Background: an optimization exercise with open tools, aiming at small area, a short achievable clock period and few clock cycles per item. Do not read the settings as production practice. In this exercise RTL edits were held to simulation tests only and were not proved equivalent to the original.

===== flow/config.mk =====
export PLATFORM = sky130hd
export DESIGN_NAME = sm3_core
export DESIGN_NICKNAME = sm3_core
export VERILOG_FILES = /design/flow/design.v
export SDC_FILE = /design/flow/constraint.sdc
export NUM_CORES = 4
export LEC_CHECK = 0
export CAP_MARGIN = 20
export CORE_MARGIN = 2
export CORE_UTILIZATION = 40
export SLEW_MARGIN = 20

===== flow/constraint.sdc =====
create_clock -name core_clock -period 10.0 [get_ports {clk}]
set_input_delay 2.0000 -clock core_clock [delete_from_list [all_inputs] [get_ports {clk}]]
set_output_delay 2.0000 -clock core_clock [all_outputs]
set_load 0.01 [all_outputs]

===== flow/design.v =====
module sm3_core (
    input  wire         clk,
    input  wire         rst,         
    input  wire         in_valid,
    output wire         in_ready,
    input  wire         in_init,     
    input  wire [511:0] in_block,    
    output reg          out_valid,
    output wire [255:0] out_digest   
);
    localparam [255:0] IV = {32'h7380166f, 32'h4914b2b9, 32'h172442d7, 32'hda8a0600,
                             32'ha96f30bc, 32'h163138aa, 32'he38dee4d, 32'hb0fb0e4e};
    localparam [31:0] T0 = 32'h79cc4519;
    localparam [31:0] T1 = 32'h7a879d8a;
    localparam [1:0] S_IDLE  = 2'd0;
    localparam [1:0] S_ROUND = 2'd1;
    localparam [1:0] S_DONE  = 2'd2;
    function [31:0] rotl;
        input [31:0] x;
        input [4:0]  n;
        begin
            rotl = (x << n) | (x >> (6'd32 - {1'b0, n}));
        end
    endfunction
    function [31:0] p0;
        input [31:0] x;
        begin
            p0 = x ^ rotl(x, 5'd9) ^ rotl(x, 5'd17);
        end
    endfunction
    function [31:0] p1;
        input [31:0] x;
        begin
            p1 = x ^ rotl(x, 5'd15) ^ rotl(x, 5'd23);
        end
    endfunction
    reg [1:0]   state;
    reg [5:0]   round;
    reg [255:0] v;                       
    reg [31:0]  a, b, c, d, e, f, g, h;  
    reg [31:0]  w [0:15];                
    assign in_ready   = (state == S_IDLE);
    assign out_digest = v;
    wire        early = (round < 6'd16);
    wire [31:0] tj    = rotl(early ? T0 : T1, round[4:0]);
    wire [31:0] a12   = rotl(a, 5'd12);
    wire [31:0] ss1   = rotl(a12 + e + tj, 5'd7);
    wire [31:0] ss2   = ss1 ^ a12;
    wire [31:0] ff    = early ? (a ^ b ^ c) : ((a & b) | (a & c) | (b & c));
    wire [31:0] gg    = early ? (e ^ f ^ g) : ((e & f) | (~e & g));
    wire [31:0] wj    = w[0];
    wire [31:0] wpj   = w[0] ^ w[4];     
    wire [31:0] tt1   = ff + d + ss2 + wpj;
    wire [31:0] tt2   = gg + h + ss1 + wj;
    wire [31:0] wnew = p1(w[0] ^ w[7] ^ rotl(w[13], 5'd15)) ^ rotl(w[3], 5'd7) ^ w[10];
    wire [255:0] base = in_init ? IV : v;
    integer i;
    always @(posedge clk) begin
        if (rst) begin
            state     <= S_IDLE;
            round     <= 6'd0;
            v         <= IV;
            out_valid <= 1'b0;
        end else begin
            out_valid <= 1'b0;
            case (state)
                S_IDLE: begin
                    if (in_valid) begin
                        for (i = 0; i < 16; i = i + 1)
                            w[i] <= in_block[511 - 32*i -: 32];
                        v <= base;
                        {a, b, c, d, e, f, g, h} <= base;
                        round <= 6'd0;
                        state <= S_ROUND;
                    end
                end
                S_ROUND: begin
                    a <= tt1;
                    b <= a;
                    c <= rotl(b, 5'd9);
                    d <= c;
                    e <= p0(tt2);
                    f <= e;
                    g <= rotl(f, 5'd19);
                    h <= g;
                    for (i = 0; i < 15; i = i + 1)
                        w[i] <= w[i+1];
                    w[15] <= wnew;
                    round <= round + 6'd1;
                    if (round == 6'd63)
                        state <= S_DONE;
                end
                S_DONE: begin
                    v         <= v ^ {a, b, c, d, e, f, g, h};
                    out_valid <= 1'b1;
                    state     <= S_IDLE;
                end
                default: state <= S_IDLE;
            endcase
        end
    end
endmodule

===== flow/run.sh =====
#!/bin/bash
# synth_recipe.tcl (not shown) runs the flow's synth.tcl, then flattens the netlist and writes it again
# the make line also repeats each setting of config.mk as NAME=value (left out here)
make -C /OpenROAD-flow-scripts/flow DESIGN_CONFIG=/design/flow/config.mk WORK_HOME=/design/flow/orfs CLKGATE_MAP_FILE= SYNTH_SCRIPT=/design/flow/synth_recipe.tcl finish

==> results.json, run 1 <==
{
  "cts_made_buffers": 118,
  "ff_latch_area_sq_um": 28400,
  "wl_per_cell_um": 28.6,
  "synthSimpleGateAreaFrac_pct": 17.6,
  "finalSetupTns_ps": 0,
  "ant_nets": 0,
  "start_util_pct": 40.3,
  "rsz0062_at_grt": "false",
  "tritoncts": "built",
  "die_h_um": 392,
  "synth_xor_area_share_pct": 6.69,
  "routed_via_density": 5.65,
  "min_period_ps": 9380,
  "postRouteWirelength_um": 271000,
  "grt_pass1_wl_um": 376000,
  "multi_input_area_sq_um": 29200,
  "ys_ff_latch": 1033,
  "synth_mux_area_share_pct": 0.854,
  "synth_top_family_by_area": "simple AND/OR/NAND/NOR gates",
  "grt_usage_pct": 34.4,
  "cp_slowest_cell": "ha_1",
  "drtPass1Iterations": 8,
  "syn_to_final_growth_pct": 23.5,
  "h-tree-depth": 3,
  "layout_commonest_cell": "nand2_1",
  "first_iter_violations": 6628,
  "layout-drive-gt1-share_pct": 5.37,
  "max-cap-violations": 0,
  "core_sq_um": 150000,
  "antenna_found_initial": 19,
  "drc": 0,
  "synth-edff-count": 768,
  "synth_area_sq_um": 60300,
  "synth_cell_types": 77,
  "crit_top_cell": "buf_4",
  "setup_violations": 0,
  "vias": 53600,
  "die_w_um": 392,
  "cts_root_buf": "clkbuf_16",
  "status": "finished clean",
  "cpPeakStageDelay_ps": 540,
  "clk_pin_slew_ps": 60,
  "grt_pass1_vias": 50500,
  "fillers": 14200,
  "path_delay_family": "compound AO/OA/AOI/OAI gates",
  "syn-num-nets": 7522,
  "avgSynthCellArea_sq_um": 8.98,
  "hold_class": "reg -> reg",
  "cp.required_ps": 10610,
  "portBuffers": 773,
  "hold_buffers": 0,
  "cp-end-kind": "flip-flop",
  "fin_crit_sh_pct": 93.8,
  "gp_congestion": 0.947,
  "synth_fa_ha_area_share_pct": 8.33,
  "path_max_fanout": 18,
  "grt_max_degree": 200,
  "fin_nets": 8175,
  "fmax_mhz": 107,
  "finalMaxSlewViolations": 0,
  "finalHoldViolCount": 0,
  "relSlewSlack_pct": 18.9,
  "synth_flop_cell": "edfxtp_1",
  "cp.arrival_ps": 9990,
  "yosysSeqAreaShare_pct": 47.0,
  "clk_path_buf_depth": 3,
  "crit_type": "reg -> reg",
  "yosysWarnings": 2,
  "place_hpwl_um": 208000,
  "overflow": 0,
  "std_cell_rows": 142,
  "layout_common_cells": "nand2_1 (2055), clkdlybuf4s50_1 (771), edfxtp_1 (768), a21oi_1 (672), xnor2_1 (360)",
  "synth_cells": 6718,
  "synth_compound_area_share_pct": 14.8,
  "fin_skew_ps": 76.0,
  "io_pins": 774,
  "hold_slack_ps": 497,
  "async_reset_ff_share_pct": 0,
  "die_area_sq_um": 154000,
  "clk_latency_ps": 800,
  "start_kind": "flip-flop",
  "cp_num_buf_inv": 8,
  "utilization_pct": 49.8,
  "cts.sinks": 1033,
  "worst_pin_slew_ps": 1220
}
layout make-up:
| cell class | instances | share of cell area [%] |
|---|---|---|
| inverter | 345 | 1.74 |
| timing repair buffer | 949 | 12.4 |
| multi-input combinational | 4924 | 39.2 |
| sequential | 1033 | 38.1 |
| tap | 2016 | 3.38 |
| antenna | 11 | 0.0369 |
| clock inverter | 74 | 1.02 |
| clock buffer | 147 | 4.23 |
cell families after synthesis:
group           after synthesis
xor+xnor                    459
mux                          51
flops                      1033
simple gates               2610
buf+inv                     761
fa+ha+maj                   289
compound gates             1515
cells in the mapped netlist, drive strengths merged, types with 23 or more instances:
cell type	number	share of area [%]
inv	344	2.1
a21o	30	0.37
nand3b	138	1.7
clkbuf	356	2.2
a31oi	46	0.48
xor2	96	1.4
fa	188	6.2
xnor2	362	5.3
mux2i	47	0.78
o31ai	128	1.6
buf	60	0.37
edfxtp	768	38
nand3	23	0.19
nor2	278	1.7
dfxtp	265	8.8
ha	100	2.1
nand2	2055	13
a21oi	672	5.6
a211oi	158	2.0
nor3	45	0.38
o21ai	334	2.8
path summary, 6_finish.rpt:
path	from	endpoint	slack, ps	depth (start not counted)
setup / recovery	round[0]$_SDFFE_PP0P_	a[28]$_DFFE_PP_	620	39
hold reg to reg	v[13]$_SDFFE_PP0P_	v[13]$_SDFFE_PP0P_	500	1
hold / removal	v[13]$_SDFFE_PP0P_	v[13]$_SDFFE_PP0P_	500	1
setup reg to reg	round[0]$_SDFFE_PP0P_	a[28]$_DFFE_PP_	620	39
per-layer routing:
layer | routed length [um] | up-vias | GRT usage [%]
met5 | 65 | - | 0
met4 | 14300 | 10 | 16.0
met3 | 22900 | 461 | 6.28
met2 | 127000 | 2748 | 55.2
met1 | 107000 | 26200 | 45.1
li1 | - | 24200 | -
flip-flops by register name, indices dropped and copies added, names as in the netlist:
name and flops:
f 32, e 32, out_valid 1, h 32, d 32, g 32
w 512, state 2, round 6, c 32, v 256, b 32
a 32
through the flow:
step	instances	instance area, sq um	worst slack, ps
finish	9499	74500	615
CTS	9488	74500	642
global route	9495	74500	57.9
global placement	9267	70600	798
detailed placement	9267	70600	724
floorplan	6718	60400	-4170
what timing repair did:
item	in CTS	in global routing
endpoints found under the hold margin	0	0
setup buffers	0	0
setup endpoints to repair	0	3
resized for setup	0	1
Testbench counts, summed over its fixed seeds: cycles 25,344, items 384.
==> run 2: changes to the inputs <==
==> flow/design.v (replaced) <==
module sm3_core (
    input  wire         clk,
    input  wire         rst,         
    input  wire         in_valid,
    output wire         in_ready,
    input  wire         in_init,     
    input  wire [511:0] in_block,    
    output reg          out_valid,
    output wire [255:0] out_digest   
);
    localparam [255:0] IV = {32'h7380166f, 32'h4914b2b9, 32'h172442d7, 32'hda8a0600,
                             32'ha96f30bc, 32'h163138aa, 32'he38dee4d, 32'hb0fb0e4e};
    localparam [31:0] T0 = 32'h79cc4519;
    localparam [31:0] T1 = 32'h7a879d8a;
    function [31:0] rotl;
        input [31:0] x;
        input [4:0]  n;
        begin
            rotl = (x << n) | (x >> (6'd32 - {1'b0, n}));
        end
    endfunction
    function [31:0] p0;
        input [31:0] x;
        begin
            p0 = x ^ rotl(x, 5'd9) ^ rotl(x, 5'd17);
        end
    endfunction
    function [31:0] p1;
        input [31:0] x;
        begin
            p1 = x ^ rotl(x, 5'd15) ^ rotl(x, 5'd23);
        end
    endfunction
    reg          busy;
    reg  [5:0]   cnt;                    
    reg  [31:0]  a, b, c, d, e, f, g, h;  
    reg  [31:0]  tj;                     
    reg  [31:0]  hw;                     
    reg  [31:0]  dw;                     
    reg  [255:0] v;                      
    reg          vflag;                  
    reg  [31:0]  w [0:15];               
    wire last = (cnt == 6'd63);
    assign in_ready   = !busy || last;
    assign out_digest = v;
    wire acc = in_valid && in_ready;
    wire        early = (cnt[5:4] == 2'd0);
    wire [31:0] a12   = rotl(a, 5'd12);
    wire [31:0] ss1   = rotl(a12 + e + tj, 5'd7);
    wire [31:0] ss2   = ss1 ^ a12;
    wire [31:0] ff    = early ? (a ^ b ^ c) : ((a & b) | (a & c) | (b & c));
    wire [31:0] gg    = early ? (e ^ f ^ g) : ((e & f) | (~e & g));
    wire [31:0] x1    = ff + dw;
    wire [31:0] x2    = gg + hw;
    wire [31:0] tt1   = x1 + ss2;
    wire [31:0] tt2   = x2 + ss1;
    wire [255:0] rs   = {tt1, a, rotl(b, 5'd9), c, p0(tt2), e, rotl(f, 5'd19), g};
    wire [31:0] wn = p1(w[0] ^ w[7] ^ rotl(w[13], 5'd15)) ^ rotl(w[3], 5'd7) ^ w[10];
    wire [255:0] v0   = vflag ? IV : v;
    wire [255:0] vnew = v0 ^ (busy ? rs : 256'd0);    
    wire [255:0] base = in_init ? IV : vnew;          
    wire [31:0] blk0 = in_block[511:480];
    wire [31:0] blk4 = in_block[383:352];
    wire [31:0] hw_n = acc ? base[31:0]   + blk0          : g + w[1];
    wire [31:0] dw_n = acc ? base[159:128] + (blk0 ^ blk4) : c + (w[1] ^ w[5]);
    integer i;
    always @(posedge clk) begin
        if (acc) begin
            for (i = 0; i < 16; i = i + 1)
                w[i] <= in_block[511 - 32*i -: 32];
            {a, b, c, d, e, f, g, h} <= base;
            tj <= T0;
        end else begin
            for (i = 0; i < 15; i = i + 1)
                w[i] <= w[i+1];
            w[15] <= wn;
            {a, b, c, d, e, f, g, h} <= rs;
            tj <= (cnt == 6'd15) ? rotl(T1, 5'd16) : rotl(tj, 5'd1);
        end
        hw <= hw_n;
        dw <= dw_n;
        if (busy && last)
            v <= vnew;
        if (rst) begin
            busy      <= 1'b0;
            cnt       <= 6'd0;
            vflag     <= 1'b1;
            out_valid <= 1'b0;
        end else begin
            out_valid <= busy && last;
            if (acc) begin
                busy <= 1'b1;
                cnt  <= 6'd0;
                if (in_init)
                    vflag <= 1'b1;
                else if (busy)
                    vflag <= 1'b0;
            end else begin
                cnt <= cnt + 6'd1;
                if (busy && last) begin
                    busy  <= 1'b0;
                    vflag <= 1'b0;
                end
            end
        end
    end
endmodule
==> run 2 against run 1 <==
Fmax up 16%; design area down 4.4%; clock skew down 18 ps; first-iteration DRC count down 27%; critical endpoint is now e[5]$_DFF_P_.
==> results.json, run 2 <==
{
  "startpoint": "a[21]$_DFF_P_",
  "crit_type": "reg -> reg",
  "place_hpwl_um": 216000,
  "overflow": 0,
  "worst_pin_slew_ps": 1200,
  "synthDominantCellAreaShare_pct": 28.2,
  "cp-end-kind": "flip-flop",
  "core_sq_um": 142000,
  "cp.required_ps": 10570,
  "finalHoldViolCount": 0,
  "portBuffers": 773,
  "fin_nets": 8241,
  "yosysSeqAreaShare_pct": 41.6,
  "drtPass1Iterations": 6,
  "layout_setup_ws_ps": 1900,
  "synth_cells": 6730,
  "cts_root_buf": "clkbuf_16",
  "finalSetupTns_ps": 0,
  "regToRegStartpoint": "a[21]$_DFF_P_",
  "rsz0062_at_grt": "false",
  "yosys.area.top_type": "dfxtp_1",
  "regMostFlops": "w",
  "largest_register_ff_count": 512,
  "clk_latency_ps": 780,
  "layout_commonest_cell": "nand2_1",
  "h-tree-depth": 3,
  "ys_ff_latch": 1065,
  "min_from": "w[9][31]$_DFF_P_",
  "synth_most_common_cell": "nand2_1",
  "vias": 50600,
  "yosysWarnings": 2,
  "synth_area_sq_um": 57400,
  "relSlewSlack_pct": 19.6,
  "post-place-ws_ps": 1970,
  "synth-edff-count": 256,
  "grt_usage_pct": 35.7,
  "synth_cell_types": 87,
  "die_h_um": 383,
  "syn_to_final_growth_pct": 24.2,
  "ant_nets": 0,
  "synth_area_leaders": "dfxtp_1 (28%), nand2_1 (15%), edfxtp_1 (13%), xnor2_1 (6.5%), xor2_1 (5.2%)",
  "grt_pass1_vias": 49000,
  "cts_resized": 0,
  "routed_via_density": 5.39,
  "finalMaxSlewViolations": 0,
  "max-cap-violations": 0,
  "synth_flop_cell": "dfxtp_1",
  "top_regs": "w x512, v x256",
  "async_reset_ff_share_pct": 0,
  "syn-num-nets": 7593,
  "cts.sinks": 1065,
  "grt_pass1_wl_um": 369000,
  "first_iter_violations": 4866,
  "std_cell_rows": 138,
  "fmax_mhz": 123,
  "yosys-top-cells-count": "nand2_1 (2239), dfxtp_1 (809), xnor2_1 (429)",
  "die_w_um": 383,
  "start_util_pct": 40.4,
  "fillers": 13600,
  "gp_congestion": 0.997,
  "min_period_ps": 8100,
  "wl_per_cell_um": 28.6,
  "die_area_sq_um": 146000,
  "fin_skew_ps": 58.4,
  "cp.arrival_ps": 8670,
  "status": "finished clean",
  "drc": 0,
  "postRouteWirelength_um": 268000,
  "io_pins": 774,
  "antenna_found_initial": 32,
  "start_kind": "flip-flop",
  "hold_class": "reg -> reg",
  "avgSynthCellArea_sq_um": 8.52,
  "layout-drive-gt1-share_pct": 4.53,
  "clk_pin_slew_ps": 60,
  "clk_path_buf_depth": 3,
  "post-cts-setup-buffers": 0,
  "setup_violations": 0,
  "fin_crit_sh_pct": 81.0,
  "layout_common_cells": "nand2_1 (2238), dfxtp_1 (807), clkdlybuf4s50_1 (772), xnor2_1 (429)",
  "tritoncts": "built",
  "grt_max_degree": 188,
  "path_max_fanout": 5,
  "cts_made_buffers": 119,
  "hold_buffers": 0
}
[run 2: cell types whose count changed after synthesis, moves of 105 or more]
cell | before | now
a211oi_1 | 157 | 52
a21oi_1 | 672 | 241
dfxtp_1 | 265 | 809
edfxtp_1 | 768 | 256
ha_1 | 100 | 215
inv_1 | 343 | 73
nand2_1 | 2055 | 2239
nand3b_1 | 138 | 2
nor2b_1 | 20 | 175
o31ai_1 | 127 | 15
xor2_1 | 96 | 342
[run 2: area by class of cell]
| type | count | area [sq um] | area share [%] |
|---|---|---|---|
| inverter | 75 | 290 | 0.407 |
| antenna | 25 | 62.6 | 0.0878 |
| multi-input combinational | 5291 | 32100 | 45.1 |
| clock inverter | 77 | 961 | 1.35 |
| clock buffer | 150 | 3360 | 4.71 |
| timing repair buffer | 826 | 8210 | 11.5 |
| tap | 1890 | 2360 | 3.32 |
| sequential | 1065 | 23900 | 33.5 |
[run 2: logic make-up after synthesis]
logic type | after synthesis | synth area share, %
xor gates and xnor gates | 791 | 12.5
and+or+nand+nor | 3108 | 22.5
buffers and inverters | 374 | 2.45
DFF | 1065 | 41.6
adders and majority gates | 347 | 9.30
muxes | 21 | 0.373
AOI/OAI and AO/OA | 1024 | 11.2
[run 2: path summary, 6_finish.rpt]
path	endpoint	slack (ps)	cells past startpoint
min	w[8][31]$_DFF_P_	390	2
max	e[5]$_DFF_P_	1900	27
max reg2reg	e[5]$_DFF_P_	1900	27
min reg2reg	w[8][31]$_DFF_P_	390	2
[run 2: critical path: stages, from the launching register on]
cell and delay [ps]:
dfxtp_1 440, inv_1 120, fa_1 540, inv_1 40, ha_1 210, inv_1 90, fa_1 220, nor2b_1 60
o21a_1 180, o21ai_0 320, a21oi_1 250, o211ai_1 270, nand2_1 180, o21ai_0 380, o2111ai_1 180, a21oi_1 280
xor2_1 300, fa_1 480, ha_1 240, a211o_1 320, o2111ai_1 300, a31oi_2 240, a211o_1 420, a211oi_1 500
o211ai_1 240, a21oi_1 310, o21ai_0 140, a311oi_1 660
[run 2: metal layers]
metal	global-route usage [%]	wire, um
met5	0	70
met4	22.1	19400
met3	5.95	17900
met2	60.7	129000
met1	41.8	102000
[run 2: metrics by stage]
stage               util [%]  instance area (sq um)  instances  hold slack, ps
finish                  50.2                  71300       9399             392
global route            50.2                  71200       9384             411
CTS                     50.2                  71200       9374             393
detailed placement      47.1                  66900       9147             405
global placement        47.1                  66900       9147             402
floorplan                  -                  57400       6730             399
Testbench counts of run 2, summed over its fixed seeds: cycles 24,584, items 384.
==> run 3: changes to the inputs <==
--- a/flow/config.mk
+++ b/flow/config.mk
@@ -9,3 +9,4 @@
 export CORE_MARGIN = 2
 export CORE_UTILIZATION = 40
+export SETUP_SLACK_MARGIN = 4
 export SLEW_MARGIN = 20
==> run 3 against run 2 <==
Global-route usage decreased by 0.84 points; register-to-register slack improved by 1500 ps; sequential cell count unchanged; via count up 0.72%; fmax rose by 23%; non-clock buffer count rose by 94; final cell count increased by 0.90%; hold slack better by 15 ps; synthesized area unchanged; core utilization up 1.9 points; critical endpoint is now e[3]$_DFF_P_.
==> results.json, run 3 <==
{
  "yosys-top-cells-count": "nand2_1 (2239), dfxtp_1 (809), xnor2_1 (429)",
  "clk_path_buf_depth": 3,
  "utilization_pct": 52.1,
  "synth_area_leaders": "dfxtp_1 (28%), nand2_1 (15%), edfxtp_1 (13%), xnor2_1 (6.5%), xor2_1 (5.2%)",
  "syn_to_final_growth_pct": 28.8,
  "cp-end-kind": "flip-flop",
  "synth_flop_cell": "dfxtp_1",
  "ant_nets": 0,
  "yosysSeqAreaShare_pct": 41.6,
  "std_cell_rows": 138,
  "start_util_pct": 40.4,
  "synth_cells": 6730,
  "h-tree-depth": 3,
  "cp.arrival_ps": 7180,
  "fin_crit_sh_pct": 65.7,
  "drtPass1Iterations": 6,
  "crit_top_cell": "inv_2",
  "die_h_um": 383,
  "cp.required_ps": 10610,
  "min_period_ps": 6570,
  "grt_pass1_vias": 48300,
  "core_sq_um": 142000,
  "first_iter_violations": 4839,
  "cts.sinks": 1065,
  "setup_violations": 0,
  "finalHoldViolCount": 0,
  "relSlewSlack_pct": 25.0,
  "tritoncts": "built",
  "layout_common_cells": "nand2_1 (2219), clkdlybuf4s50_1 (772), dfxtp_1 (764), xnor2_1 (373), xor2_1 (318)",
  "regMostFlops": "w",
  "gp_congestion": 0.981,
  "fin_skew_ps": 57.3,
  "antenna_found_initial": 39,
  "async_reset_ff_share_pct": 0,
  "die_w_um": 383,
  "fin_nets": 8333,
  "drc": 0,
  "start_kind": "flip-flop",
  "status": "finished clean",
  "worst_pin_slew_ps": 1120,
  "clk_pin_slew_ps": 70,
  "yosysWarnings": 2,
  "grt_usage_pct": 34.8,
  "layout_setup_ws_ps": 3430,
  "clk_latency_ps": 790,
  "layout-drive-gt1-share_pct": 9.40,
  "yosys.area.top_type": "dfxtp_1",
  "synth_area_sq_um": 57400,
  "crit_type": "reg -> reg",
  "syn-num-nets": 7593,
  "synthDominantCellAreaShare_pct": 28.2,
  "hold_class": "reg -> reg",
  "ys_ff_latch": 1065,
  "path_max_fanout": 5,
  "synth-edff-count": 256,
  "wl_per_cell_um": 27.8,
  "routed_via_density": 5.38,
  "overflow": 0,
  "max-cap-violations": 0,
  "top_regs": "w x512, v x256",
  "portBuffers": 773,
  "die_area_sq_um": 146000,
  "synth_cell_types": 87,
  "fmax_mhz": 152,
  "grt_pass1_wl_um": 363000,
  "place_hpwl_um": 207000,
  "layout_commonest_cell": "nand2_1",
  "post-place-ws_ps": 2530,
  "synth_most_common_cell": "nand2_1",
  "vias": 51000,
  "cts_made_buffers": 117,
  "avgSynthCellArea_sq_um": 8.52,
  "rsz0062_at_grt": "true",
  "cp_slowest_cell": "fa_2",
  "grt_max_degree": 217,
  "io_pins": 774,
  "cts_root_buf": "clkbuf_16",
  "cpPeakStageDelay_ps": 560,
  "largest_register_ff_count": 512,
  "finalSetupTns_ps": 0,
  "hold_buffers": 0,
  "finalMaxSlewViolations": 0,
  "postRouteWirelength_um": 264000
}
-- run 3: cell count changes in the layout (fill, tap and decap cells not counted), moves of 22 or more --
cell / before / now
buf_4: 48 / 119
xnor2_1: 429 / 373
dfxtp_1: 807 / 764
xnor2_2: 3 / 40
dfxtp_2: 0 / 29
o21ai_0: 342 / 316
xor2_1: 342 / 318
a21oi_1: 241 / 218
buf_6: 0 / 22
-- run 3: critical path, delay by kind of cell (launching register included) --
kind	cells	cell delay, ps
adders and majority gates	5	1680
DFF	1	340
AOI/OAI and AO/OA	15	3520
and+or+nand+nor	2	220
xor gates and xnor gates	2	340
buffers and inverters	4	310
-- run 3: path summary, 6_finish.rpt --
path | endpoint | startpoint | slack (ps) | cells after the start
setup / recovery | e[3]$_DFF_P_ | e[1]$_DFF_P_ | 3430 | 28
hold / removal | w[5][17]$_DFF_P_ | w[6][17]$_DFF_P_ | 410 | 2
setup reg to reg | e[3]$_DFF_P_ | e[1]$_DFF_P_ | 3430 | 28
hold reg to reg | w[5][17]$_DFF_P_ | w[6][17]$_DFF_P_ | 410 | 2
-- run 3: repair_timing --
item                                    CTS  global route
pin swaps                               144           127
resized for setup                       277           141
buffers inserted                         62            38
endpoints found under the setup margin  124           119
-- run 3: per-stage QoR --
stage	hold WS, ps	std cells	instance area [sq um]
2_1_floorplan	399	6730	57500
3_3_place_gp	401	9141	66900
3_5_place_dp	406	9141	66900
4_1_cts	417	9424	72800
5_1_grt	424	9478	73900
6_report	406	9484	73900
-- run 3: cell type report --
type | count | area, sq um
well taps | 1890 | 2360
flip-flops and latches | 1065 | 24000
clock buffers | 161 | 3370
repair buffers | 920 | 9010
clock inverters | 60 | 722
multi-input cells | 5291 | 34100
diodes | 22 | 55.1
inverters | 75 | 298
fillers | 13400 | 68000
-- run 3: layer usage --
layer	wire length, um	vias up	global-route usage, %
met5	106	-	0
met4	15500	16	17.5
met1	106000	24500	44.0
met3	18100	467	5.72
met2	124000	2204	57.4
li1	-	23800	-
-- run 3: kinds of logic after synthesis --
kind of cell / after synthesis / share of synthesized area, %
flip-flops: 1065 / 41.6
buffers and inverters: 374 / 2.45
AND/OR/NAND/NOR: 3108 / 22.5
multiplexers: 21 / 0.373
XOR/XNOR: 791 / 12.5
AO/OA/AOI/OAI: 1024 / 11.2
adder cells (fa/ha/maj): 347 / 9.30
==> run 4: changes to the inputs <==
--- a/flow/design.v
+++ b/flow/design.v
@@ -39,8 +39,10 @@
     reg  [31:0]  dw;                     
     reg  [255:0] v;                      
+    reg  [2:0]   ph;                     
     reg          vflag;                  
     reg  [31:0]  w [0:15];               
     wire last = (cnt == 6'd63);
-    assign in_ready   = !busy || last;
+    wire fin  = busy && last;
+    assign in_ready   = (ph == 3'd7) && (!busy || last);
     assign out_digest = v;
     wire acc = in_valid && in_ready;
@@ -57,10 +59,11 @@
     wire [255:0] rs   = {tt1, a, rotl(b, 5'd9), c, p0(tt2), e, rotl(f, 5'd19), g};
     wire [31:0] wn = p1(w[0] ^ w[7] ^ rotl(w[13], 5'd15)) ^ rotl(w[3], 5'd7) ^ w[10];
-    wire [255:0] v0   = vflag ? IV : v;
-    wire [255:0] vnew = v0 ^ (busy ? rs : 256'd0);    
+    wire [255:0] vrot = {v[223:0], v[255:224]};       
+    wire [255:0] v0   = vflag ? IV : vrot;            
+    wire [255:0] vnew = v0 ^ (fin ? rs : 256'd0);     
     wire [255:0] base = in_init ? IV : vnew;          
     wire [31:0] blk0 = in_block[511:480];
     wire [31:0] blk4 = in_block[383:352];
-    wire [31:0] hw_n = acc ? base[31:0]   + blk0          : g + w[1];
+    wire [31:0] hw_n = acc ? base[31:0]   + blk0          : g + ~w[1];
     wire [31:0] dw_n = acc ? base[159:128] + (blk0 ^ blk4) : c + (w[1] ^ w[5]);
     integer i;
@@ -68,10 +71,10 @@
         if (acc) begin
             for (i = 0; i < 16; i = i + 1)
-                w[i] <= in_block[511 - 32*i -: 32];
+                w[i] <= in_block[511 - 32*i -: 32] ^ {32{i[0]}};
             {a, b, c, d, e, f, g, h} <= base;
             tj <= T0;
         end else begin
             for (i = 0; i < 15; i = i + 1)
-                w[i] <= w[i+1];
+                w[i] <= ~w[i+1];
             w[15] <= wn;
             {a, b, c, d, e, f, g, h} <= rs;
@@ -80,13 +83,14 @@
         hw <= hw_n;
         dw <= dw_n;
-        if (busy && last)
-            v <= vnew;
+        v <= vnew;
         if (rst) begin
             busy      <= 1'b0;
             cnt       <= 6'd0;
+            ph        <= 3'd7;
             vflag     <= 1'b1;
             out_valid <= 1'b0;
         end else begin
-            out_valid <= busy && last;
+            ph        <= ph + 3'd1;
+            out_valid <= fin;
             if (acc) begin
                 busy <= 1'b1;
@@ -98,5 +102,5 @@
             end else begin
                 cnt <= cnt + 6'd1;
-                if (busy && last) begin
+                if (fin) begin
                     busy  <= 1'b0;
                     vflag <= 1'b0;
--- a/flow/config.mk
+++ b/flow/config.mk
@@ -9,4 +9,4 @@
 export CORE_MARGIN = 2
 export CORE_UTILIZATION = 40
-export SETUP_SLACK_MARGIN = 4
+export SETUP_SLACK_MARGIN = 5
 export SLEW_MARGIN = 20
==> run 4 against run 3 <==
Synthesized cell count fell by 15%; critical path type unchanged; register-to-register slack got worse by 490 ps; core utilization rose by 1.8 points; sequential cell count increased by 3; synthesized area fell by 7.6%; non-clock buffer count up 57; critical path depth up 1; fmax is 6.9% lower; via count decreased by 8.1%; hold slack worse by 9.0 ps.
==> results.json, run 4 <==
{
  "tritoncts": "built",
  "synth_cells": 5706,
  "clk_pin_slew_ps": 70,
  "crit_type": "reg -> reg",
  "top_regs": "w x512, v x256",
  "fin_crit_sh_pct": 70.6,
  "portBuffers": 773,
  "cts_root_buf": "clkbuf_16",
  "regMostFlops": "w",
  "layout_commonest_cell": "dfxtp_1",
  "synth-edff-count": 0,
  "clk_path_buf_depth": 3,
  "postRouteWirelength_um": 274000,
  "min_period_ps": 7060,
  "setup_violations": 0,
  "finalMaxSlewViolations": 0,
  "ys_ff_latch": 1068,
  "grt_pass1_wl_um": 364000,
  "avgSynthCellArea_sq_um": 9.29,
  "yosys-top-cells-count": "dfxtp_1 (1068), nand2_1 (751), xnor2_1 (450)",
  "status": "finished clean",
  "layout_setup_ws_ps": 2940,
  "cp_slowest_cell": "fa_2",
  "design_area_sq_um": 70900,
  "cpPeakStageDelay_ps": 560,
  "cts_made_buffers": 114,
  "grt_pass1_vias": 44200,
  "finalHoldViolCount": 0,
  "antenna_found_initial": 46,
  "rsz0062_at_grt": "true",
  "gp_congestion": 1.02,
  "hold_slack_ps": 397,
  "io_pins": 774,
  "std_cell_rows": 133,
  "wl_per_cell_um": 32.6,
  "holdPathStages": 1,
  "core_sq_um": 131000,
  "synth_flop_cell": "dfxtp_1",
  "fin_nets": 7401,
  "overflow": 0,
  "die_area_sq_um": 135000,
  "cts.sinks": 1068,
  "r2r-end": "e[16]$_DFF_P_",
  "worst_pin_slew_ps": 1200,
  "clk_latency_ps": 780,
  "finalSetupTns_ps": 0,
  "placed_cell_area_sq_um": 63000,
  "path_max_fanout": 5,
  "rr_worst_depth": 29,
  "synthDominantCellAreaShare_pct": 40.4,
  "drtPass1Iterations": 6,
  "regToRegStartpoint": "a[21]$_DFF_P_",
  "min_from": "w[14][1]$_DFF_P_",
  "synth_area_sq_um": 53000,
  "synth_area_leaders": "dfxtp_1 (40%), xnor2_1 (7.4%), xor2_1 (5.8%), nand2_1 (5.3%), ha_1 (5.1%)",
  "layout_common_cells": "dfxtp_1 (1060), clkdlybuf4s50_1 (766), nand2_1 (732), o21ai_0 (397), xnor2_1 (356)",
  "post-place-ws_ps": 2470,
  "relSlewSlack_pct": 19.6,
  "drc": 0,
  "vias": 46900,
  "fin_skew_ps": 43.2,
  "ant_nets": 0,
  "start_kind": "flip-flop",
  "cp.arrival_ps": 7700,
  "yosys.area.top_type": "dfxtp_1",
  "cp-end-kind": "flip-flop",
  "syn-num-nets": 6571,
  "grt_usage_pct": 39.0,
  "hold_class": "reg -> reg",
  "async_reset_ff_share_pct": 0,
  "cp.required_ps": 10640,
  "start_util_pct": 40.3,
  "place_hpwl_um": 222000,
  "first_iter_violations": 5090,
  "synth_cell_types": 84,
  "die_h_um": 368,
  "max-cap-violations": 0,
  "h-tree-depth": 3,
  "die_w_um": 368,
  "grt_max_degree": 164,
  "synth_most_common_cell": "dfxtp_1",
  "largest_register_ff_count": 512,
  "holdPathEnd": "w[13][1]$_DFF_P_",
  "layout-drive-gt1-share_pct": 11.9,
  "yosysSeqAreaShare_pct": 40.4,
  "routed_via_density": 5.58,
  "yosysWarnings": 2,
  "hold_buffers": 0,
  "worst-r2r-setup-slack_ps": 2940,
  "syn_to_final_growth_pct": 33.8,
  "fmax_mhz": 142
}
==> run 4: cell types whose count changed after synthesis, sizes merged, moves of 52 or more <==
| cell | delta |
|---|---|
| dfxtp | +259 |
| nand2 | -1488 |
| mux2i | +213 |
| a22o | +59 |
| clkbuf | -52 |
| o22a | +60 |
| o21ai | +71 |
| edfxtp | -256 |
==> run 4: worst max-delay path by stage <==
stage,end,slack [ps],cells past startpoint,startpoint
after global routing,e[6]$_DFF_P_,2760,32,a[21]$_DFF_P_
after CTS,a[23]$_DFF_P_,3050,28,e[2]$_DFF_P_
final,e[16]$_DFF_P_,2940,29,a[21]$_DFF_P_
after floorplan,e[16]$_DFF_P_,3560,28,a[21]$_DFF_P_
after detailed placement,a[29]$_DFF_P_,2470,26,a[23]$_DFF_P_
after global placement,e[15]$_DFF_P_,2520,25,a[23]$_DFF_P_
==> run 4: metrics by stage <==
| step | cells | utilization (%) |
|---|---|---|
| after floorplan | 5706 | - |
| after global placement | 8024 | 47.9 |
| after detailed placement | 8024 | 47.9 |
| after CTS | 8337 | 52.9 |
| after global routing | 8397 | 53.9 |
| final | 8407 | 53.9 |
==> run 4: cell families after synthesis <==
family          Yosys count  share of synthesized area, %
simple gates           1637                          14.0
compound gates         1251                          15.0
flops                  1068                          40.4
xor+xnor                810                          13.6
buf+inv                 355                          2.52
fa+ha+maj               349                          10.1
mux                     236                          4.47
==> run 4: worst max-delay path: cells and delay by family (launching register included) <==
family	cells	cell delay [ps]
AOI/OAI and AO/OA	15	3250
xor gates and xnor gates	3	480
adders and majority gates	4	1550
buffers and inverters	4	340
DFF	1	370
and+or+nand+nor	3	940
==> run 4: layout make-up <==
type	instances	area (sq um)
timing repair buffer	977	9860
tap	1755	2200
sequential	1068	21400
clock inverter	59	861
multi-input combinational	4283	32900
fill	11900	60600
inverter	92	350
clock buffer	154	3230
antenna	19	47.5
==> run 4: routing by layer <==
layer / track usage, % / vias to the layer above / share of wire, %
met2: 61.9 / 2294 / 45
met5: 0 / - / 0.079
li1: - / 21200 / -
met3: 9.12 / 565 / 8.3
met1: 48.0 / 22800 / 39
met4: 23.3 / 30 / 7.0
==> run 4: what timing repair did <==
item                       CTS  global route
gates cloned                 3             2
pin swaps                  131           136
setup endpoints to repair  166           138
setup buffers               97            49
resized for setup          253           153
Testbench counts of run 4, summed over its fixed seeds: cycles 24,640, items 384.
==> run 5: changes to the inputs <==
--- a/flow/design.v
+++ b/flow/design.v
@@ -32,10 +32,39 @@
         end
     endfunction
+    function [31:0] ks_add;
+        input [31:0] x;
+        input [31:0] y;
+        reg [31:0] gn, pn, gk, pk;
+        integer l, n;
+        begin
+            gk = x & y;
+            pk = x ^ y;
+            for (l = 1; l < 32; l = l * 2) begin
+                gn = gk;
+                pn = pk;
+                for (n = l; n < 32; n = n + 1) begin
+                    gn[n] = gk[n] | (pk[n] & gk[n-l]);
+                    pn[n] = pk[n] & pk[n-l];
+                end
+                gk = gn;
+                pk = pn;
+            end
+            ks_add = x ^ y ^ {gk[30:0], 1'b0};
+        end
+    endfunction
+    function [31:0] ks_add3;
+        input [31:0] x;
+        input [31:0] y;
+        input [31:0] z;
+        reg [31:0] cy;
+        begin
+            cy      = (x & y) | (x & z) | (y & z);
+            ks_add3 = ks_add(x ^ y ^ z, {cy[30:0], 1'b0});
+        end
+    endfunction
     reg          busy;
     reg  [5:0]   cnt;                    
     reg  [31:0]  a, b, c, d, e, f, g, h;  
     reg  [31:0]  tj;                     
-    reg  [31:0]  hw;                     
-    reg  [31:0]  dw;                     
     reg  [255:0] v;                      
     reg  [2:0]   ph;                     
@@ -53,6 +82,6 @@
     wire [31:0] ff    = early ? (a ^ b ^ c) : ((a & b) | (a & c) | (b & c));
     wire [31:0] gg    = early ? (e ^ f ^ g) : ((e & f) | (~e & g));
-    wire [31:0] x1    = ff + dw;
-    wire [31:0] x2    = gg + hw;
+    wire [31:0] x1    = ks_add3(ff, d, w[0] ^ w[4]);
+    wire [31:0] x2    = ks_add3(gg, h, w[0]);
     wire [31:0] tt1   = x1 + ss2;
     wire [31:0] tt2   = x2 + ss1;
@@ -63,8 +92,4 @@
     wire [255:0] vnew = v0 ^ (fin ? rs : 256'd0);     
     wire [255:0] base = in_init ? IV : vnew;          
-    wire [31:0] blk0 = in_block[511:480];
-    wire [31:0] blk4 = in_block[383:352];
-    wire [31:0] hw_n = acc ? base[31:0]   + blk0          : g + ~w[1];
-    wire [31:0] dw_n = acc ? base[159:128] + (blk0 ^ blk4) : c + (w[1] ^ w[5]);
     integer i;
     always @(posedge clk) begin
@@ -81,6 +106,4 @@
             tj <= (cnt == 6'd15) ? rotl(T1, 5'd16) : rotl(tj, 5'd1);
         end
-        hw <= hw_n;
-        dw <= dw_n;
         v <= vnew;
         if (rst) begin
--- a/flow/config.mk
+++ b/flow/config.mk
@@ -6,7 +6,9 @@
 export NUM_CORES = 4
 export LEC_CHECK = 0
+export ABC_AREA = 1
 export CAP_MARGIN = 20
 export CORE_MARGIN = 2
-export CORE_UTILIZATION = 40
+export CORE_UTILIZATION = 65
+export PLACE_DENSITY = 0.75
 export SETUP_SLACK_MARGIN = 5
 export SLEW_MARGIN = 20
==> run 5 against run 4 <==
The run now fails in global routing (5_1_grt); synthesized area shrank 2.5%; synthesized cell count grew 12%.
==> results.json, run 5 <==
{
  "status": "aborted with a tool error",
  "haltStage": "global routing (5_1_grt)",
  "error": "[ERROR GRT-0116] Global routing finished with congestion. Check the congestion regions in the DRC Viewer.",
  "cts_made_buffers": 104,
  "synth-edff-count": 0,
  "synth_area_sq_um": 51700,
  "cts_root_buf": "clkbuf_16",
  "yosys.area.top_type": "dfxtp_1",
  "portBuffers": 773,
  "std_cell_rows": 103,
  "io_pins": 774,
  "placed_cell_area_sq_um": 60100,
  "cts.sinks": 1068,
  "start_util_pct": 65.5,
  "yosys-top-cells-count": "nand2_1 (1686), dfxtp_1 (1068), inv_1 (588)",
  "synth_top_family_by_area": "simple AND/OR/NAND/NOR gates",
  "grt_max_degree": 178,
  "synthSimpleGateAreaFrac_pct": 19.8,
  "clk_path_buf_depth": 3,
  "overflow": 152,
  "syn-num-nets": 7167,
  "h-tree-depth": 3,
  "synth_area_leaders": "dfxtp_1 (41%), nand2_1 (12%), xor2_1 (6.4%), o21ai_0 (5.2%), fa_1 (5.0%)",
  "synth_mux_area_share_pct": 4.34,
  "synth_flop_cell": "dfxtp_1",
  "yosysSeqAreaShare_pct": 41.4,
  "grt_pass1_vias": 62700,
  "die_w_um": 286,
  "avgSynthCellArea_sq_um": 8.12,
  "post-place-ws_ps": 2630,
  "grt_usage_pct": 81.0,
  "async_reset_ff_share_pct": 0,
  "yosysWarnings": 2,
  "synth_compound_area_share_pct": 8.75,
  "place_hpwl_um": 204000,
  "synth_cell_types": 59,
  "synthDominantCellAreaShare_pct": 41.4,
  "ys_ff_latch": 1068,
  "grt_pass1_wl_um": 475000,
  "synth_fa_ha_area_share_pct": 8.79,
  "synth_most_common_cell": "nand2_1",
  "gp_congestion": 1.19,
  "die_h_um": 286,
  "synth_cells": 6366,
  "synth_xor_area_share_pct": 10.7
}
## run 5: changes by cell type after synthesis, sizes merged, moves of 144 or more
cell / before / now
nand3: 46 / 339
o21ai: 418 / 562
xnor2: 454 / 245
nor2b: 211 / 0
inv: 92 / 594
nand2: 751 / 1696
## run 5: cells by family after synthesis
logic type | count (synthesis)
adder cells (fa/ha/maj) | 285
multiplexers | 224
flip-flops | 1068
XOR/XNOR | 624
AO/OA/AOI/OAI | 847
buffers and inverters | 829
AND/OR/NAND/NOR | 2489
## run 5: worst max path at each step
stage,to,slack (ps),depth (start not counted)
3_3_place_gp,e[7]$_DFF_P_,2650,32
3_5_place_dp,e[7]$_DFF_P_,2630,32
2_1_floorplan,v[111]$_DFF_P_,5010,32
4_1_cts,e[8]$_DFF_P_,4520,33
## run 5: metal layers
| metal | global-route usage [%] | overflow |
|---|---|---|
| met5 | 44.1 | 0 |
| met4 | 81.2 | 56 |
| met3 | 70.4 | 4 |
| met2 | 94.5 | 89 |
| met1 | 79.5 | 3 |
## run 5: timing repair
item                                    in CTS
hold buffers                                 0
resized for setup                          870
pin swaps                                  282
buffers inserted                           135
endpoints found under the hold margin        0
gates cloned                                 6
endpoints found under the setup margin     119
## run 5: through the flow
stage / instances / utilization [%]
after detailed placement: 7992 / 76.2
after CTS: 8321 / 87.0
after global placement: 7992 / 76.2
after floorplan: 6366 / -
Testbench counts of run 5, summed over its fixed seeds: cycles 24,640, items 384.
==> run 6: changes to the inputs <==
--- a/flow/design.v
+++ b/flow/design.v
@@ -67,4 +67,5 @@
     reg  [31:0]  a, b, c, d, e, f, g, h;  
     reg  [31:0]  tj;                     
+    reg          early;                  
     reg  [255:0] v;                      
     reg  [2:0]   ph;                     
@@ -76,5 +77,4 @@
     assign out_digest = v;
     wire acc = in_valid && in_ready;
-    wire        early = (cnt[5:4] == 2'd0);
     wire [31:0] a12   = rotl(a, 5'd12);
     wire [31:0] ss1   = rotl(a12 + e + tj, 5'd7);
@@ -99,4 +99,5 @@
             {a, b, c, d, e, f, g, h} <= base;
             tj <= T0;
+            early <= 1'b1;
         end else begin
             for (i = 0; i < 15; i = i + 1)
@@ -105,4 +106,6 @@
             {a, b, c, d, e, f, g, h} <= rs;
             tj <= (cnt == 6'd15) ? rotl(T1, 5'd16) : rotl(tj, 5'd1);
+            if (cnt == 6'd15)
+                early <= 1'b0;
         end
         v <= vnew;
==> flow/flow/run.sh (new file) <==
#!/bin/bash
# The standard layout (the standard.sh: ORFS synthesis to final layout,
# unchanged), except that the port buffers buffer_ports inserts during
# placement are the platform's smallest buffer, buf_1, instead of its default
# choice. Every input and output port still gets its own buffer; the resizer
# may size them up later like any other cell.
set -euo pipefail
export BUFFER_PORTS_ARGS="-buffer_cell sky130_fd_sc_hd__buf_1"
bash standard.sh > standard.log 2>&1
==> flow/standard.sh (new file) <==
#!/bin/bash
# synth_recipe.tcl (not shown) runs the flow's synth.tcl, then flattens the netlist and writes it again
# the make line also repeats each setting of config.mk as NAME=value (left out here)
make -C /OpenROAD-flow-scripts/flow DESIGN_CONFIG=/design/flow/config.mk WORK_HOME=/design/flow/orfs CLKGATE_MAP_FILE= SYNTH_SCRIPT=/design/flow/synth_recipe.tcl "${@:-finish}"
--- a/flow/config.mk
+++ b/flow/config.mk
@@ -9,6 +9,5 @@
 export CAP_MARGIN = 20
 export CORE_MARGIN = 2
-export CORE_UTILIZATION = 65
-export PLACE_DENSITY = 0.75
+export CORE_UTILIZATION = 50
 export SETUP_SLACK_MARGIN = 5
 export SLEW_MARGIN = 20
removed: flow/run.sh
==> run 6 against run 5 <==
The run now finishes clean; synthesized area decreased by 0.18%; synthesized cell count decreased by 0.35%.
==> results.json, run 6 <==
{
  "rsz0062_at_grt": "true",
  "status": "finished clean",
  "cp.required_ps": 10620,
  "drtPass1Iterations": 7,
  "synth_cells": 6344,
  "finalSetupTns_ps": 0,
  "cts_made_buffers": 111,
  "routed_via_density": 5.76,
  "async_reset_ff_share_pct": 0,
  "avgSynthCellArea_sq_um": 8.13,
  "fmax_mhz": 184,
  "ys_ff_latch": 1069,
  "synthDominantCellAreaShare_pct": 41.5,
  "die_area_sq_um": 106000,
  "cts_root_buf": "clkbuf_16",
  "layout_common_cells": "nand2_1 (1436), dfxtp_1 (1002), buf_1 (773), inv_1 (500), o21ai_0 (429)",
  "finalMaxSlewViolations": 0,
  "synth_cell_types": 56,
  "worst-r2r-setup-slack_ps": 4550,
  "cp.arrival_ps": 6070,
  "synth_most_common_cell": "nand2_1",
  "core_sq_um": 102000,
  "clk_latency_ps": 750,
  "relSlewSlack_pct": 20.5,
  "start_util_pct": 50.5,
  "grt_pass1_wl_um": 353000,
  "max-cap-violations": 0,
  "start_kind": "flip-flop",
  "gp_congestion": 1.11,
  "layout-drive-gt1-share_pct": 21.2,
  "cp_slowest_cell": "fa_1",
  "worst_pin_slew_ps": 1160,
  "ant_nets": 0,
  "die_h_um": 325,
  "top_regs": "w x512, v x256",
  "place_hpwl_um": 206000,
  "wl_met1_um": 96400,
  "syn-num-nets": 7145,
  "crit_type": "reg -> reg",
  "cts.sinks": 1069,
  "grt_usage_pct": 47.5,
  "regMostFlops": "w",
  "regToRegStartpoint": "e[8]$_DFF_P_",
  "cp-end-kind": "flip-flop",
  "synth_area_leaders": "dfxtp_1 (41%), nand2_1 (13%), xor2_1 (6.6%), fa_1 (5.0%), o21ai_0 (4.9%)",
  "crit_top_cell": "nand2_2",
  "synth_area_sq_um": 51600,
  "synth-edff-count": 0,
  "antenna_found_initial": 40,
  "cpPeakStageDelay_ps": 490,
  "rr_worst_depth": 36,
  "wl_met3_um": 30400,
  "post-place-ws_ps": 2950,
  "holdPathStages": 1,
  "die_w_um": 325,
  "fin_nets": 8122,
  "h-tree-depth": 3,
  "grt_pass1_vias": 47400,
  "drc": 0,
  "path_max_fanout": 6,
  "yosys.area.top_type": "dfxtp_1",
  "wl_per_cell_um": 29.9,
  "first_iter_violations": 6270,
  "overflow": 0,
  "hold_slack_ps": 407,
  "r2r-end": "v[124]$_DFF_P_",
  "min_from": "w[6][0]$_DFF_P_",
  "hold_class": "reg -> reg",
  "yosysSeqAreaShare_pct": 41.5,
  "top_layer_used": "met5",
  "route.met2.wl_um": 112000,
  "layout_commonest_cell": "nand2_1",
  "clk_path_buf_depth": 3,
  "fin_crit_sh_pct": 54.5,
  "std_cell_rows": 117,
  "min_period_ps": 5450,
  "hold_buffers": 0,
  "vias": 50800,
  "largest_register_ff_count": 512,
  "portBuffers": 773,
  "fin_skew_ps": 43.8,
  "yosysWarnings": 2,
  "io_pins": 774,
  "holdPathEnd": "w[5][0]$_DFF_P_",
  "layout_setup_ws_ps": 4550,
  "clk_pin_slew_ps": 70,
  "grt_max_degree": 188,
  "syn_to_final_growth_pct": 32.9,
  "finalHoldViolCount": 0,
  "setup_violations": 0,
  "synth_flop_cell": "dfxtp_1",
  "tritoncts": "built",
  "postRouteWirelength_um": 264000,
  "yosys-top-cells-count": "nand2_1 (1721), dfxtp_1 (1069), inv_1 (570)"
}
-- run 6: routing by layer --
metal,vias up,GRT usage [%]
li1,22200,-
met1,24400,58.2
met2,3338,70.6
met3,858,13.5
met4,16,36.5
met5,-,0
-- run 6: worst max-delay path by stage --
stage | start | to | slack (ps) | depth (start not counted)
finish | e[8]$_DFF_P_ | v[124]$_DFF_P_ | 4550 | 36
global placement | early$_SDFFE_PP1P_ | a[29]$_DFF_P_ | 2910 | 26
detailed placement | early$_SDFFE_PP1P_ | a[29]$_DFF_P_ | 2950 | 26
floorplan | early$_SDFFE_PP1P_ | v[127]$_DFF_P_ | 5050 | 37
global route | e[8]$_DFF_P_ | e[9]$_DFF_P_ | 4430 | 34
CTS | a[17]$_DFF_P_ | a[29]$_DFF_P_ | 4680 | 25
-- run 6: final cells by class --
cell class | instances | area [sq um]
multi-input cells | 4465 | 33000
inverters | 575 | 2230
well taps | 1368 | 1710
diodes | 25 | 62.6
clock inverters | 51 | 701
flip-flops and latches | 1069 | 21600
fillers | 8506 | 33500
repair buffers | 1099 | 6020
clock buffers | 158 | 3260
-- run 6: cells by family (layout without fill, tap and decap cells) --
family                     Yosys count  count (layout)  share of synthesized area, %
and+or+nand+nor                   2505            2505                          20.0
DFF                               1069            1069                          41.5
AOI/OAI and AO/OA                  837             837                          8.73
buffers and inverters              810            1883                          6.14
xor gates and xnor gates           614             614                          10.5
adders and majority gates          285             285                          8.81
muxes                              224             224                          4.35
other                                0              25                             0
-- run 6: timing repair --
item | CTS | global route
pin swaps | 277 | 396
hold endpoints to repair | 0 | 0
endpoints found under the setup margin | 124 | 119
cloned | 6 | 0
buffers inserted | 172 | 116
resized for setup | 886 | 651
-- run 6: per-stage QoR --
step           instance area [sq um]  cells  utilization, %
2_1_floorplan                  51600   6344               -
3_3_place_gp                   55500   8282            54.4
3_5_place_dp                   55500   8282            54.4
4_1_cts                        64700   8669            63.4
5_1_grt                        68500   8797            67.1
6_report                       68500   8810            67.2
-- run 6: worst max-delay path: cells and delay by family, from the launching register on --
kind	cells	cell delay [ps]
AND/OR/NAND/NOR	23	2370
adder cells (fa/ha/maj)	4	1450
AO/OA/AOI/OAI	3	500
flip-flops	1	480
buffers and inverters	5	430
XOR/XNOR	1	100
Testbench counts of run 6, summed over its fixed seeds: cycles 24,640, items 384.
==> run 7: changes to the inputs <==
--- a/flow/config.mk
+++ b/flow/config.mk
@@ -10,4 +10,5 @@
 export CORE_MARGIN = 2
 export CORE_UTILIZATION = 50
+export CTS_BUF_LIST = sky130_fd_sc_hd__clkbuf_4 sky130_fd_sc_hd__clkbuf_8
 export SETUP_SLACK_MARGIN = 5
 export SLEW_MARGIN = 20
==> run 7 against run 6 <==
Count of clock-buffer cells in the layout up 115; die area unchanged; synthesized area is the same; via count increased by 0.71%; core utilization is 0.23 points lower; fmax grew 1.9%; first-iteration DRC count grew 1.1%; synthesized cell count unchanged; critical path depth is 2 lower; routed wire length hardly changed; critical path type unchanged; critical endpoint is now e[15]$_DFF_P_; largest cell class unchanged.
==> results.json, run 7 <==
{
  "synth_most_common_cell": "nand2_1",
  "die_h_um": 325,
  "layout_commonest_cell": "nand2_1",
  "hold_class": "reg -> reg",
  "drtPass1Iterations": 7,
  "clk_pin_slew_ps": 70,
  "yosysSeqAreaShare_pct": 41.5,
  "antenna_found_initial": 47,
  "ys_ff_latch": 1069,
  "grt_pass1_wl_um": 352000,
  "first_iter_violations": 6336,
  "synth_cell_types": 56,
  "holdPathEnd": "w[13][0]$_DFF_P_",
  "worst_pin_slew_ps": 1270,
  "die_area_sq_um": 106000,
  "placed_cell_area_sq_um": 55500,
  "cts_root_buf": "clkbuf_8",
  "fin_skew_ps": 43.6,
  "yosys-top-cells-count": "nand2_1 (1721), dfxtp_1 (1069), inv_1 (570)",
  "fin_nets": 8178,
  "core_sq_um": 102000,
  "finalHoldViolCount": 0,
  "layout-drive-gt1-share_pct": 22.5,
  "wl_per_cell_um": 29.6,
  "synth-edff-count": 0,
  "relSlewSlack_pct": 15.3,
  "cp_slowest_cell": "fa_1",
  "holdPathStages": 1,
  "yosysWarnings": 2,
  "worst-r2r-setup-slack_ps": 4650,
  "cpPeakStageDelay_ps": 560,
  "fmax_mhz": 187,
  "syn_to_final_growth_pct": 32.5,
  "avgSynthCellArea_sq_um": 8.13,
  "yosys.area.top_type": "dfxtp_1",
  "h-tree-depth": 4,
  "synth_area_sq_um": 51600,
  "cts_made_buffers": 174,
  "largest_register_ff_count": 512,
  "min_period_ps": 5350,
  "path_delay_family": "simple AND/OR/NAND/NOR gates",
  "std_cell_rows": 117,
  "place_hpwl_um": 206000,
  "fin_crit_sh_pct": 53.5,
  "max-cap-violations": 0,
  "vias": 51100,
  "cts.sinks": 1069,
  "path_max_fanout": 6,
  "grt_usage_pct": 47.4,
  "postRouteWirelength_um": 263000,
  "grt_max_degree": 188,
  "top_regs": "w x512, v x256",
  "design_area_sq_um": 68300,
  "cp.arrival_ps": 6140,
  "r2r-end": "e[15]$_DFF_P_",
  "cp.required_ps": 10800,
  "crit_top_cell": "nand2_4",
  "tritoncts": "built",
  "setup_violations": 0,
  "die_w_um": 325,
  "synth_cells": 6344,
  "gp_congestion": 1.11,
  "io_pins": 774,
  "start_kind": "flip-flop",
  "min_from": "w[14][0]$_DFF_P_",
  "clk_latency_ps": 900,
  "crit_type": "reg -> reg",
  "finalSetupTns_ps": 0,
  "status": "finished clean",
  "grt_pass1_vias": 47600,
  "cp-end-kind": "flip-flop",
  "ant_nets": 0,
  "portBuffers": 773,
  "drc": 0,
  "layout_common_cells": "nand2_1 (1429), dfxtp_1 (1001), buf_1 (773), inv_1 (506), o21ai_0 (432)",
  "syn-num-nets": 7145,
  "overflow": 0,
  "clk_path_buf_depth": 3,
  "rsz0062_at_grt": "true",
  "routed_via_density": 5.74,
  "regToRegStartpoint": "early$_SDFFE_PP1P_",
  "regMostFlops": "w",
  "synth_area_leaders": "dfxtp_1 (41%), nand2_1 (13%), xor2_1 (6.6%), fa_1 (5.0%), o21ai_0 (4.9%)",
  "finalMaxSlewViolations": 0,
  "cp_num_buf_inv": 7,
  "rr_worst_depth": 34,
  "start_util_pct": 50.5,
  "async_reset_ff_share_pct": 0,
  "synth_flop_cell": "dfxtp_1",
  "synthDominantCellAreaShare_pct": 41.5
}
==> run 7: cell counts after synthesis <==
Identical to the previous run, type by type.
==> run 7: cell type report <==
cell class | count | area (sq um)
Inverter | 575 | 2240
Timing Repair inverter | 1 | 11.3
Fill cell | 8625 | 33700
Sequential cell | 1069 | 21600
Multi-Input combinational cell | 4465 | 32800
Clock buffer | 273 | 3480
Timing Repair Buffer | 1091 | 5930
Antenna cell | 22 | 55.1
Clock inverter | 41 | 453
Tap cell | 1368 | 1710
==> run 7: logic make-up (layout without fill, tap and decap cells) <==
| group | count (synthesis) | count (layout) | synth area share (%) |
|---|---|---|---|
| AO/OA/AOI/OAI | 837 | 837 | 8.73 |
| other | 0 | 22 | 0 |
| buffers and inverters | 810 | 1981 | 6.14 |
| XOR/XNOR | 614 | 614 | 10.5 |
| multiplexers | 224 | 224 | 4.35 |
| AND/OR/NAND/NOR | 2505 | 2505 | 20.0 |
| adder cells (fa/ha/maj) | 285 | 285 | 8.81 |
| flip-flops | 1069 | 1069 | 41.5 |
==> run 7: what timing repair did <==
| action | 4_1_cts | 5_1_grt |
|---|---|---|
| pin swaps | 283 | 428 |
| gates resized for setup | 908 | 614 |
| buffers inserted | 167 | 117 |
| setup endpoints to repair | 124 | 119 |
| gates cloned | 2 | 1 |
| hold buffers | 0 | 0 |
==> run 7: worst max path at each step <==
stage | to | slack [ps] | depth (start not counted) | start
3_5_place_dp | a[29]$_DFF_P_ | 2950 | 26 | early$_SDFFE_PP1P_
6_report | e[15]$_DFF_P_ | 4650 | 34 | early$_SDFFE_PP1P_
5_1_grt | v[101]$_DFF_P_ | 4440 | 36 | early$_SDFFE_PP1P_
3_3_place_gp | a[29]$_DFF_P_ | 2910 | 26 | early$_SDFFE_PP1P_
4_1_cts | a[29]$_DFF_P_ | 4630 | 25 | a[17]$_DFF_P_
2_1_floorplan | v[127]$_DFF_P_ | 5050 | 37 | early$_SDFFE_PP1P_
==> run 7: per-layer routing <==
metal | up-vias | share of wire, % | GRT usage (%) | wire length, um
met1 | 24500 | 36 | 58.3 | 96100
met3 | 898 | 12 | 13.4 | 31200
met4 | 26 | 9.3 | 35.8 | 24600
met5 | - | 0.067 | 0 | 177
li1 | 22300 | - | - | -
met2 | 3343 | 42 | 70.6 | 111000
==> run 7: stage by stage <==
step,instances,setup slack (ps),util [%],hold slack [ps]
after floorplan,6344,5050,-,370
final,8905,4650,66.9,395
after global routing,8897,4440,66.9,404
after CTS,8765,4630,63.3,397
after detailed placement,8282,2950,54.4,390
after global placement,8282,2910,54.4,385
==> run 8: changes to the inputs <==
--- a/flow/config.mk
+++ b/flow/config.mk
@@ -7,8 +7,9 @@
 export LEC_CHECK = 0
 export ABC_AREA = 1
-export CAP_MARGIN = 20
+export CAP_MARGIN = 35
 export CORE_MARGIN = 2
 export CORE_UTILIZATION = 50
 export CTS_BUF_LIST = sky130_fd_sc_hd__clkbuf_4 sky130_fd_sc_hd__clkbuf_8
 export SETUP_SLACK_MARGIN = 5
-export SLEW_MARGIN = 20
+export SLEW_MARGIN = 35
+export TNS_END_PERCENT = 0
==> run 8 against run 7 <==
Via count is 2.2% lower; first-iteration DRC count hardly changed; sequential share of layout area is 2.4 points higher; critical endpoint is now e[14]$_DFF_P_.
==> results.json, run 8 <==
{
  "status": "finished clean",
  "synth_cell_types": 56,
  "avgSynthCellArea_sq_um": 8.13,
  "fmax_mhz": 186,
  "gp_congestion": 1.11,
  "path_max_fanout": 7,
  "layout_common_cells": "nand2_1 (1602), dfxtp_1 (1006), buf_1 (772), inv_1 (546), o21ai_0 (458)",
  "drc": 0,
  "hold_class": "reg -> reg",
  "synth_area_leaders": "dfxtp_1 (41%), nand2_1 (13%), xor2_1 (6.6%), fa_1 (5.0%), o21ai_0 (4.9%)",
  "cpPeakStageDelay_ps": 590,
  "cts_made_buffers": 175,
  "die_w_um": 325,
  "synth-edff-count": 0,
  "syn_to_final_growth_pct": 22.9,
  "synth_most_common_cell": "nand2_1",
  "cts_root_buf": "clkbuf_8",
  "hold_buffers": 0,
  "setup_violations": 0,
  "synthDominantCellAreaShare_pct": 41.5,
  "placed_cell_area_sq_um": 55600,
  "h-tree-depth": 4,
  "std_cell_rows": 117,
  "portBuffers": 773,
  "grt_max_degree": 188,
  "clk_latency_ps": 930,
  "utilization_pct": 62.1,
  "path_delay_family": "compound AO/OA/AOI/OAI gates",
  "rsz0062_at_grt": "true",
  "wl_per_cell_um": 29.4,
  "grt_pass1_vias": 46200,
  "regMostFlops": "w",
  "start_kind": "flip-flop",
  "antenna_found_initial": 39,
  "layout_commonest_cell": "nand2_1",
  "yosys-top-cells-count": "nand2_1 (1721), dfxtp_1 (1069), inv_1 (570)",
  "largest_register_ff_count": 512,
  "top_usage_layer": "met2",
  "min_period_ps": 5380,
  "async_reset_ff_share_pct": 0,
  "postRouteWirelength_um": 257000,
  "vias": 50000,
  "cts.sinks": 1069,
  "cp_num_buf_inv": 5,
  "finalHoldViolCount": 0,
  "die_h_um": 325,
  "layout-drive-gt1-share_pct": 14.3,
  "overflow": 0,
  "fin_crit_sh_pct": 53.8,
  "finalSetupTns_ps": 0,
  "grt_usage_pct": 46.6,
  "core_sq_um": 102000,
  "die_area_sq_um": 106000,
  "top_regs": "w x512, v x256",
  "yosys.area.top_type": "dfxtp_1",
  "synth_flop_cell": "dfxtp_1",
  "grt_util_met3_pct": 11.9,
  "ys_ff_latch": 1069,
  "cp-end-kind": "flip-flop",
  "finalMaxSlewViolations": 0,
  "fin_skew_ps": 60.1,
  "first_iter_violations": 6340,
  "synth_area_sq_um": 51600,
  "start_util_pct": 50.5
}
-- run 8: metal layers --
layer | wire length, um | vias to the layer above
met5 | 99 | -
met4 | 22400 | 14
met3 | 30100 | 803
met2 | 110000 | 3340
met1 | 94700 | 23800
li1 | - | 22000
-- run 8: what timing repair did --
item,CTS,global route
setup buffers,57,63
pin swaps,83,182
cloned,1,1
gates resized for setup,350,367
endpoints found under the setup margin,123,122
-- run 8: path summary, 6_finish.rpt --
check	startpoint	endpoint	slack (ps)	depth (start not counted)
worst max-delay path	early$_SDFFE_PP1P_	e[14]$_DFF_P_	4620	29
worst max register to register	early$_SDFFE_PP1P_	e[14]$_DFF_P_	4620	29
worst min-delay path	w[14][4]$_DFF_P_	w[13][4]$_DFF_P_	390	1
worst min register to register	w[14][4]$_DFF_P_	w[13][4]$_DFF_P_	390	1
-- run 8: cells by family (layout without fill, tap and decap cells) --
kind of cell	after synthesis	after routing	share of synthesized area [%]
simple gates	2505	2505	20.0
flops	1069	1069	41.5
compound gates	837	837	8.73
buf+inv	810	1820	6.14
xor+xnor	614	614	10.5
fa+ha+maj	285	285	8.81
mux	224	224	4.35
other cells	0	22	0
-- run 8: metrics by stage --
step                hold WS, ps  setup WS [ps]  std cells
CTS                         393           4640       8657
global route                413           4450       8733
global placement            385           2910       8282
detailed placement          391           2990       8282
floorplan                   370           5050       6344
finish                      390           4620       8744
-- run 8: worst register-to-register path, delay by kind of cell, from the launching register on --
kind,cells,cell delay (ps)
simple gates,9,830
compound gates,9,1610
fa+ha+maj,3,1230
buf+inv,5,590
xor+xnor,3,650
flops,1,380
-- run 8: layout make-up --
class | instances | area (sq um)
fillers | 9202 | 38600
multi-input cells | 4465 | 29700
flip-flops and latches | 1069 | 21600
repair buffers | 928 | 4310
clock buffers | 287 | 3520
inverters | 575 | 2190
well taps | 1368 | 1710
clock inverters | 30 | 343
diodes | 22 | 55.1

-- re-timing with driven ports --
How much do the figures lean on ideal ports? The routed layouts below were timed once more, with nothing changed but the port constraints. Step 1, drivers: a clkbuf_16 drives clk and a buf_2 each remaining input, both assumed. Step 2 times the ports against the registers' clock, not the clock port: input delays grow and output delays shrink by t, the midpoint of the rising clock arrivals with the driver on. Slacks: ideal ports / drivers / drivers and shift; pairs: ideal ports / drivers.
run	shift t [ns]	slack for setup (ns)	worst setup path after step 2
run 1	0.852	0.615 / 0.615 / 0.615	register to register
run 2	0.845	1.899 / 1.899 / 1.899	register to register
run 3	0.851	3.428 / 3.428 / 3.428	register to register
run 4	0.852	2.942 / 2.942 / 2.942	register to register
run 6	0.801	4.554 / 4.554 / 4.554	register to register
run 7	0.954	4.654 / 4.654 / 4.636	input to register
run 8	0.975	4.618 / 4.618 / 4.618	register to register
After both steps every run listed still meets setup and hold. The setup slack of run 7, which loses most, moves by 0.000 ns with the drivers and by -0.018 ns with both steps.
